Context: an optimization exercise on an open-source flow, tuned for small area, a short achievable clock period and few clock cycles. The choices shown serve that exercise and are no tape-out recipe.
RTL that was checked went through simulation tests only; none was proved equivalent to the original.
Power is estimated from default activity; no workload was simulated.

== run 1 ==
// pjv_engine
module pjv_engine (
    input  wire        clk,
    input  wire        rst,
    input  wire        reg_we,
    input  wire [3:0]  reg_addr,
    input  wire [31:0] reg_wdata,
    output reg  [31:0] reg_rdata,
    input  wire        kbuf_wr,       
    output wire        busy,
    output wire        kmem_re,
    output wire [16:0] kmem_addr,
    input  wire [7:0]  kmem_rdata,
    output wire        dmem_re,
    output wire [11:0] dmem_raddr,
    input  wire [7:0]  dmem_rdata,
    output wire        dmem_we,
    output wire [11:0] dmem_waddr,
    output wire [7:0]  dmem_wdata
);
==> flow/config.mk <==
export PLATFORM = sky130hd
export DESIGN_NAME = pjv_engine
export DESIGN_NICKNAME = pjv_engine
export VERILOG_FILES = /design/flow/design.v
export SDC_FILE = /design/flow/constraint.sdc
export NUM_CORES = 4
export LEC_CHECK = 0
export CAP_MARGIN = 20
export CORE_MARGIN = 2
export CORE_UTILIZATION = 40
export SETUP_SLACK_MARGIN = 4.0
export SLEW_MARGIN = 20
==> flow/constraint.sdc <==
create_clock -name core_clock -period 8.0 [get_ports {clk}]
set_input_delay 1.6000 -clock core_clock [delete_from_list [all_inputs] [get_ports {clk}]]
set_output_delay 1.6000 -clock core_clock [all_outputs]
set_load 0.01 [all_outputs]
run.sh (not shown) runs the stock make flow with config.mk's settings and CLKGATE_MAP_FILE= SYNTH_SCRIPT=/design/flow/synth_recipe.tcl, a recipe that flattens the netlist after the stock synthesis.
Edits applied to the flow inputs when going from run 1 to run 2:
# run 1
export LEC_CHECK = 0
export CAP_MARGIN = 20
export CORE_MARGIN = 2
export CORE_UTILIZATION = 40
export SETUP_SLACK_MARGIN = 4.0
export SLEW_MARGIN = 20
create_clock -name core_clock -period 8.0 [get_ports {clk}]
# run 2
export LEC_CHECK = 0
export CAP_MARGIN = 20
export CORE_MARGIN = 2
export CORE_UTILIZATION = 40
export SETUP_SLACK_MARGIN = 3.5
export SLEW_MARGIN = 20
create_clock -name core_clock -period 8.0 [get_ports {clk}]
### Flow results
Looking at slack of the worst reg-to-reg path, run 2 sits below run 1. Looking at run 2 and run 1, the fraction of power consumed by sequential logic is a wash. Summary — portion of the layout cell area used by clock cells, run 2 relative to run 1: higher, by 0.18 points. Summary of run 2 over run 1: final critical-path share of the clock period rose by 1.2 points; first-pass GRT wire length saw a decrease; part of the power in combinational logic comparable; routing usage on met2 now smaller; global-route usage has decreased. Looking only at slew at the pin with the worst max-slew slack, and setting everything else aside, the higher value of run 2 and run 1 goes to run 2. Run 1 -> run 2: final layout net count flat. Run 2 reports a lower final cell utilization of the core than run 1 does.
Function was not checked in any run of this note: the RTL went through the layout flow alone.

== amber ==
pjv_engine, a different RTL version from the one above (not shown whole).
Size: ~220 flip-flops, about 140 I/O pins, about 17000 sq um of cells after synthesis.
// pjv_engine
module pjv_engine (
    input  wire        clk,
    input  wire        rst,
    input  wire        reg_we,
    input  wire [3:0]  reg_addr,
    input  wire [31:0] reg_wdata,
    output reg  [31:0] reg_rdata,
    input  wire        kbuf_wr,       
    output wire        busy,
    output wire        kmem_re,
    output wire [16:0] kmem_addr,
    input  wire [7:0]  kmem_rdata,
    output wire        dmem_re,
    output wire [11:0] dmem_raddr,
    input  wire [7:0]  dmem_rdata,
    output wire        dmem_we,
    output wire [11:0] dmem_waddr,
    output wire [7:0]  dmem_wdata
);
    localparam [3:0] R_CMD = 4'd0, R_STATUS = 4'd1, R_ERRCODE = 4'd2,
                     R_ERRSUB = 4'd3, R_ERREXP = 4'd4, R_ERRACT = 4'd5,
                     R_KBUF_LEN = 4'd6, R_DLEN = 4'd7, R_KLEN = 4'd8,
                     R_JFREQ = 4'd9, R_JLEN = 4'd10;
    localparam [3:0] SUB_HEADER = 4'd1, SUB_FINALIZER = 4'd2, SUB_LENGTH = 4'd3,
                     SUB_TRUNCATED = 4'd4, SUB_KEYLEN = 4'd5, SUB_NOKEY = 4'd6,
                     SUB_BADCMD = 4'd7, SUB_DLEN = 4'd8;
    reg st_idle;    
    reg st_kd;      
    reg st_jd;      
    reg st_ji;      
    reg st_js;      
    reg st_run;     
    reg        kvalid, ok;
    reg [3:0]  errsub;
    reg [31:0] erract, kbuf_len, dlen;
    reg [15:0] klen;
    reg [7:0]  jfreq;
    reg [23:0] jlen;
    reg [15:0] jdm;
    reg        dir;         
    reg [15:0] pos;         
    reg        pol;         
    reg        sa, sbj, sbp, sbf;   
    reg        v1;          
    reg        ks;          
    reg        vw;          
    reg [7:0]  wsum;        
    reg [11:0] widx;        
    assign busy = ~st_idle;
    wire [11:0] wi   = erract[11:0];    
    wire [3:0]  pass = erract[15:12];   
    wire        wl   = erract[16];      
    wire        n1   = erract[17];      
    wire        n2   = erract[27];      
    wire [5:0]  bc   = erract[23:18];   
    wire [3:0]  kc   = erract[29:26];   
    wire        cb   = erract[30];      
    wire        jb   = erract[31];      
    wire [8:0]  jint = dlen[21:13];     
    wire [8:0]  jint_f = {jint[7:0], 1'b0} + {7'd0, cb & jb, cb ^ jb};
  ...
Settings: LEC_CHECK=0, CAP_MARGIN=20, CORE_MARGIN=2, CORE_UTILIZATION=50, SETUP_SLACK_MARGIN=4.0, SLEW_MARGIN=20, SYNTH_HIERARCHICAL=1, SYNTH_MINIMUM_KEEP_SIZE=0, TNS_END_PERCENT=0; clock period 8.0 ns.
standard.sh (not shown) runs the stock make flow with config.mk's settings and CLKGATE_MAP_FILE= SYNTH_SCRIPT=/design/flow/synth_recipe.tcl, a recipe that flattens the netlist after the stock synthesis.
==> flow/flow/run.sh <==
#!/bin/bash
# Standard ORFS layout, with plain buffers (not delay cells) on the ports and
# no dummy balancing loads in the clock tree.
set -euo pipefail
export BUFFER_PORTS_ARGS="-buffer_cell sky130_fd_sc_hd__buf_2"
export CTS_ARGS="-sink_clustering_enable -repair_clock_nets -dont_use_dummy_load"
bash standard.sh > standard.log 2>&1
--- input diff amber..cedar ---
# amber
export LEC_CHECK = 0
export CAP_MARGIN = 20
export CORE_MARGIN = 2
export CORE_UTILIZATION = 50
export SETUP_SLACK_MARGIN = 4.0
export SLEW_MARGIN = 20
export SYNTH_HIERARCHICAL = 1
export SYNTH_MINIMUM_KEEP_SIZE = 0
export TNS_END_PERCENT = 0
create_clock -name core_clock -period 8.0 [get_ports {clk}]
# cedar
export LEC_CHECK = 0
export CAP_MARGIN = 0
export CORE_MARGIN = 2
export CORE_UTILIZATION = 50
export SETUP_SLACK_MARGIN = 4.0
export SLEW_MARGIN = 0
export SYNTH_HIERARCHICAL = 1
export SYNTH_MINIMUM_KEEP_SIZE = 0
export TNS_END_PERCENT = 0
create_clock -name core_clock -period 8.0 [get_ports {clk}]
Notes after the runs:
Having completed the whole flow, cedar delivered a layout that passed the timing, DRC and antenna checks. cedar ends up with higher time the final worst path needs with I/O delays and setup than amber does. cedar ended up with a higher worst slack at placement than amber did. Final cell count: cedar vs amber, no meaningful difference. Final worst-path setup slack: cedar and amber compared, lower one is cedar. Clock-pin slew of the registers on the worst-case setup and hold paths: cedar vs amber — no meaningful difference.
Function was not checked in any run of this note: the RTL went through the layout flow alone.

Another version of the RTL of pjv_engine (not shown whole).
For scale: ~2000 cells after synthesis, ~240 flip-flops, about 140 I/O pins, ~0.017 mm^2 of cells after synthesis.
==> flow/config.mk <==
export PLATFORM = sky130hd
export DESIGN_NAME = pjv_engine
export DESIGN_NICKNAME = pjv_engine
export VERILOG_FILES = /design/flow/design.v
export SDC_FILE = /design/flow/constraint.sdc
export NUM_CORES = 4
export LEC_CHECK = 0
export CAP_MARGIN = 20
export CORE_MARGIN = 2
export CORE_UTILIZATION = 40
export SETUP_SLACK_MARGIN = 4.0
export SLEW_MARGIN = 20
==> flow/constraint.sdc <==
create_clock -name core_clock -period 8.0 [get_ports {clk}]
set_input_delay 1.6000 -clock core_clock [delete_from_list [all_inputs] [get_ports {clk}]]
set_output_delay 1.6000 -clock core_clock [all_outputs]
set_load 0.01 [all_outputs]
run.sh (not shown) runs the stock make flow with config.mk's settings and CLKGATE_MAP_FILE= SYNTH_SCRIPT=/design/flow/synth_recipe.tcl, a recipe that flattens the netlist after the stock synthesis.
Stock flow here: none of the scripts above is used.
The first run passed the timing, DRC and antenna checks.
==> next run, changes <==
- SETUP_SLACK_MARGIN: 4.0 -> 3.5
Result:
- The new run passed the timing, DRC and antenna checks
- setup slack loses 29 ps
- final area falls by 2.9%
- global-route usage rises by 0.46 points
- synthesized cell count does not change
- register-to-register slack loses 30 ps
- routed wire length hardly moves
- power is about the same
- sequential share of layout area rises by 0.79 points
- via count falls by 0.87%
No functional check of the RTL was part of any run of this note.

== the reference run ==
pjv_engine, a different RTL version from the one above (not shown whole).
Size in the first run: roughly 2100 cells after synthesis, roughly 220 flip-flops, ~0.017 sq mm of cells after synthesis.
Design pjv_engine, start of the top module:
module pjv_engine (
    input  wire        clk,
    input  wire        rst,
    input  wire        reg_we,
    input  wire [3:0]  reg_addr,
    input  wire [31:0] reg_wdata,
    output reg  [31:0] reg_rdata,
    input  wire        kbuf_wr,       
    output wire        busy,
    output wire        kmem_re,
    output wire [16:0] kmem_addr,
    input  wire [7:0]  kmem_rdata,
    output wire        dmem_re,
    output wire [11:0] dmem_raddr,
    input  wire [7:0]  dmem_rdata,
    output wire        dmem_we,
    output wire [11:0] dmem_waddr,
    output wire [7:0]  dmem_wdata
);
    localparam [3:0] R_CMD = 4'd0, R_STATUS = 4'd1, R_ERRCODE = 4'd2,
                     R_ERRSUB = 4'd3, R_ERREXP = 4'd4, R_ERRACT = 4'd5,
                     R_KBUF_LEN = 4'd6, R_DLEN = 4'd7, R_KLEN = 4'd8,
                     R_JFREQ = 4'd9, R_JLEN = 4'd10;
    localparam [3:0] SUB_HEADER = 4'd1, SUB_FINALIZER = 4'd2, SUB_LENGTH = 4'd3,
                     SUB_TRUNCATED = 4'd4, SUB_KEYLEN = 4'd5, SUB_NOKEY = 4'd6,
                     SUB_BADCMD = 4'd7, SUB_DLEN = 4'd8;
    reg st_idle;    
    reg st_kd;      
    reg st_jd;      
    reg st_ji;      
    reg st_js;      
    reg st_run;     
    reg        kvalid, ok;
    reg [3:0]  errsub;
    reg [31:0] erract, kbuf_len, dlen;
    reg [15:0] klen;
    reg [7:0]  jfreq;
  ...
clock: 8.0 ns
lec_check: 0
cap_margin: 20
core_margin: 2
core_utilization: 50
setup_slack_margin: 4.0
slew_margin: 20
synth_hierarchical: 1
synth_minimum_keep_size: 0
tns_end_percent: 0
standard.sh (not shown) runs the stock make flow with config.mk's settings and CLKGATE_MAP_FILE= SYNTH_SCRIPT=/design/flow/synth_recipe.tcl, a recipe that flattens the netlist after the stock synthesis.
==> flow/flow/run.sh <==
#!/bin/bash
# Standard ORFS layout, with plain buffers (not delay cells) on the ports and
# a clock tree of larger sink clusters without dummy balancing loads.
set -euo pipefail
export BUFFER_PORTS_ARGS="-buffer_cell sky130_fd_sc_hd__buf_2"
export CTS_ARGS="-sink_clustering_enable -repair_clock_nets -dont_use_dummy_load -sink_clustering_size 30 -sink_clustering_max_diameter 100"
bash standard.sh > standard.log 2>&1
The reference run ran to completion and came out clean on the timing, DRC and antenna checks.
Inputs modified between the reference run and the trial run:
==> flow/flow/run.sh <==
#!/bin/bash
# Standard ORFS layout, with plain buffers (not delay cells) on the ports and
# no dummy balancing loads in the clock tree.
set -euo pipefail
export BUFFER_PORTS_ARGS="-buffer_cell sky130_fd_sc_hd__buf_2"
export CTS_ARGS="-sink_clustering_enable -repair_clock_nets -dont_use_dummy_load"
bash standard.sh > standard.log 2>&1
Findings:
- Power share of the clock group (the trial run over the reference run): increase, 9.3 points
- Initial antenna violation count down 1 in the trial run wrt the reference run
- Comparing the trial run and the reference run, the higher final layout net count is on the trial run.
- Number of cells on the worst reg-to-reg path (higher): the reference run
- The global-route wire length before repair was comparable across the trial run and the reference run.
- The trial run reports a lower final worst hold slack than the reference run does.
- Run comparison: the trial run launch point of the worst path reg_addr[2]; the reference run launch point of the worst path reg_addr[3]
- Going from the reference run to the trial run, global-route usage about even; final total power rose 15%; final cell area excluding filler cells rose about 2%; wire length on met2 fell 130 microns; combinational fraction of design power fell 2.7 points.
No run of this note included a check of the RTL's function; only the layout flow was run.

== JK ==
Another version of the RTL of pjv_engine (not shown whole).
For scale: about 2100 cells after synthesis, about 210 flip-flops, ~17000 um2 of cells after synthesis.
==> flow/config.mk <==
export PLATFORM = sky130hd
export DESIGN_NAME = pjv_engine
export DESIGN_NICKNAME = pjv_engine
export VERILOG_FILES = /design/flow/design.v
export SDC_FILE = /design/flow/constraint.sdc
export NUM_CORES = 4
export LEC_CHECK = 0
export CAP_MARGIN = 20
export CORE_MARGIN = 2
export CORE_UTILIZATION = 50
export SETUP_SLACK_MARGIN = 4.0
export SLEW_MARGIN = 20
export SYNTH_HIERARCHICAL = 1
export SYNTH_MINIMUM_KEEP_SIZE = 0
export TNS_END_PERCENT = 0
==> flow/constraint.sdc <==
create_clock -name core_clock -period 8.0 [get_ports {clk}]
set_input_delay 1.6000 -clock core_clock [delete_from_list [all_inputs] [get_ports {clk}]]
set_output_delay 1.6000 -clock core_clock [all_outputs]
set_load 0.01 [all_outputs]
==> flow/flow/run.sh <==
#!/bin/bash
# Standard ORFS layout, with plain buffers (not delay cells) on the ports and
# a clock tree of sink clusters of up to 20 flip-flops, without dummy
# balancing loads.
set -euo pipefail
export BUFFER_PORTS_ARGS="-buffer_cell sky130_fd_sc_hd__buf_2"
export CTS_ARGS="-sink_clustering_enable -repair_clock_nets -dont_use_dummy_load -sink_clustering_size 20 -sink_clustering_max_diameter 80"
bash standard.sh > standard.log 2>&1
Testbench counts of JK, summed over its fixed seeds: cycles 301,710.
## Diff of input files: MS against JK
==> flow/flow/run.sh <==
#!/bin/bash
# Standard ORFS layout, with the smallest plain buffers on the ports (timing
# repair sizes up the ones that need it) and no dummy balancing loads in the
# clock tree.
set -euo pipefail
export BUFFER_PORTS_ARGS="-buffer_cell sky130_fd_sc_hd__buf_1"
export CTS_ARGS="-sink_clustering_enable -repair_clock_nets -dont_use_dummy_load"
bash standard.sh > standard.log 2>&1
==> comparison <==
- The final layout from MS, which completed every stage, passed the timing, DRC and antenna checks at the end of the flow.
- Clock transition at the registers of the reported paths in MS is 30 ps lower than in JK
- The capture point of the critical path comes out dmem_re in one run and reg_rdata[5] in the other, namely in MS and JK respectively.
- Wire length deteriorates in MS relative to JK.
- MS vs JK on final core utilization: MS is the higher one.
- Compared with JK, MS shows portion of total power attributed to the clock network higher by 3.6 points.
- In MS relative to JK, final standard cell area without fillers had gone up slightly.
## Diff of input files: AL against MS
# MS
export LEC_CHECK = 0
export CAP_MARGIN = 20
export CORE_MARGIN = 2
export CORE_UTILIZATION = 50
export SETUP_SLACK_MARGIN = 4.0
export SLEW_MARGIN = 20
export SYNTH_HIERARCHICAL = 1
export SYNTH_MINIMUM_KEEP_SIZE = 0
export TNS_END_PERCENT = 0
create_clock -name core_clock -period 8.0 [get_ports {clk}]
# AL
export LEC_CHECK = 0
export CAP_MARGIN = 20
export CORE_MARGIN = 2
export CORE_UTILIZATION = 55
export PLACE_DENSITY = 0.75
export SETUP_SLACK_MARGIN = 4.0
export SLEW_MARGIN = 20
export SYNTH_HIERARCHICAL = 1
export SYNTH_MINIMUM_KEEP_SIZE = 0
export TNS_END_PERCENT = 0
create_clock -name core_clock -period 8.0 [get_ports {clk}]
==> flow/flow/run.sh <==
#!/bin/bash
# Standard ORFS layout, with plain buffers (not delay cells) on the ports and
# no dummy balancing loads in the clock tree.
set -euo pipefail
export BUFFER_PORTS_ARGS="-buffer_cell sky130_fd_sc_hd__buf_2"
export CTS_ARGS="-sink_clustering_enable -repair_clock_nets -dont_use_dummy_load"
bash standard.sh > standard.log 2>&1
Results
On headroom to the max-slew limit: AL sits below MS. Looking only at wire length, and setting everything else aside, the higher value of MS and AL goes to AL. In AL, the critical path depth came out 2 above the value in MS. Relative to MS, floorplan core area decreased by 3000 um2 in AL. Of MS and AL, the run reporting the lower inserted tap cell count was AL. Comparing MS and AL, time the final worst path needs with I/O delays and setup is higher on MS. Looking only at via count of the first global-routing pass, and setting everything else aside, the lower value of MS and AL goes to MS. AL: done, clean on timing, DRC and antenna. Summary — die area, AL relative to MS: lower, by 3200 um2. AL ends up with higher worst setup slack than MS does. The launch point of the worst path comes out v1$_SDFF_PP0_ in one run and reg_addr[1] in the other, namely in MS and AL respectively. Of MS and AL, the higher design area belongs to MS.
Changes in TR relative to AL:
# AL
export LEC_CHECK = 0
export CAP_MARGIN = 20
export CORE_MARGIN = 2
export CORE_UTILIZATION = 55
export PLACE_DENSITY = 0.75
export SETUP_SLACK_MARGIN = 4.0
export SLEW_MARGIN = 20
export SYNTH_HIERARCHICAL = 1
export SYNTH_MINIMUM_KEEP_SIZE = 0
export TNS_END_PERCENT = 0
create_clock -name core_clock -period 8.0 [get_ports {clk}]
# TR
export LEC_CHECK = 0
export CAP_MARGIN = 20
export CORE_MARGIN = 2
export CORE_UTILIZATION = 50
export SETUP_SLACK_MARGIN = 4.0
export SLEW_MARGIN = 20
export SYNTH_HIERARCHICAL = 1
export SYNTH_MINIMUM_KEEP_SIZE = 0
export TNS_END_PERCENT = 0
create_clock -name core_clock -period 8.0 [get_ports {clk}]
[summary]
- Clock group total power of AL is on par with TR.
- The run with more routed wire is AL, not TR.
- AL → TR: wire length of the first global-routing pass has decreased, total of clock buffers placed in the layout has increased, fraction of power consumed by sequential logic has decreased.
- Measured against each other, AL and TR differ in placed cell count, the higher figure coming from TR.
- Comparing AL and TR, number of buffers and inverters on the critical path is lower on AL.

## separate check: timing with driven ports
No port has a modelled driver above. Below, the same layouts with a new extraction and two added sets of constraints. Step 1, drivers: a clkbuf_16 drives clk and a buf_2 each remaining input, both assumed. Step 2 moves the port delays by t, midway between the first and last clock arrival at a register: inputs arrive t later, outputs are due t later. That takes back most of the time a late clock gives input paths. a / b / c = ideal ports / drivers / drivers and shift; a / b = the first two.
| run | shift t [ns] | slack for setup (ns) | worst setup path after step 2 | pins driven straight from the clock port |
|---|---|---|---|---|
| run 1 | 0.645 | 2.226 / 2.226 / 2.226 | register to register | 1 |
| run 2 | 0.652 | 2.129 / 2.129 / 2.129 | register to register | 1 |
| amber | 0.609 | 3.559 / 3.493 / 3.120 | input to register | 1 |
| cedar | 0.594 | 3.523 / 3.469 / 3.036 | input to register | 1 |
| the first run of note 3 | 0.645 | 2.429 / 2.429 / 2.429 | register to register | 1 |
| the second run of note 3 | 0.631 | 2.399 / 2.399 / 2.399 | register to register | 1 |
| the reference run | 0.561 | 3.552 / 3.481 / 3.277 | input to register | 1 |
| the trial run | 0.610 | 3.536 / 3.456 / 3.250 | input to register | 1 |
| JK | 0.565 | 3.493 / 3.447 / 3.004 | input to register | 1 |
| MS | 0.601 | 3.489 / 3.433 / 3.073 | input to register | 1 |
| AL | 0.599 | 3.530 / 3.476 / 3.085 | input to register | 1 |
| TR | 0.599 | 3.503 / 3.464 / 3.045 | input to register | 1 |
After both steps setup and hold are still met in every run listed. The setup slack of JK, which loses most, moves by -0.046 ns with the drivers and by -0.489 ns with both steps.
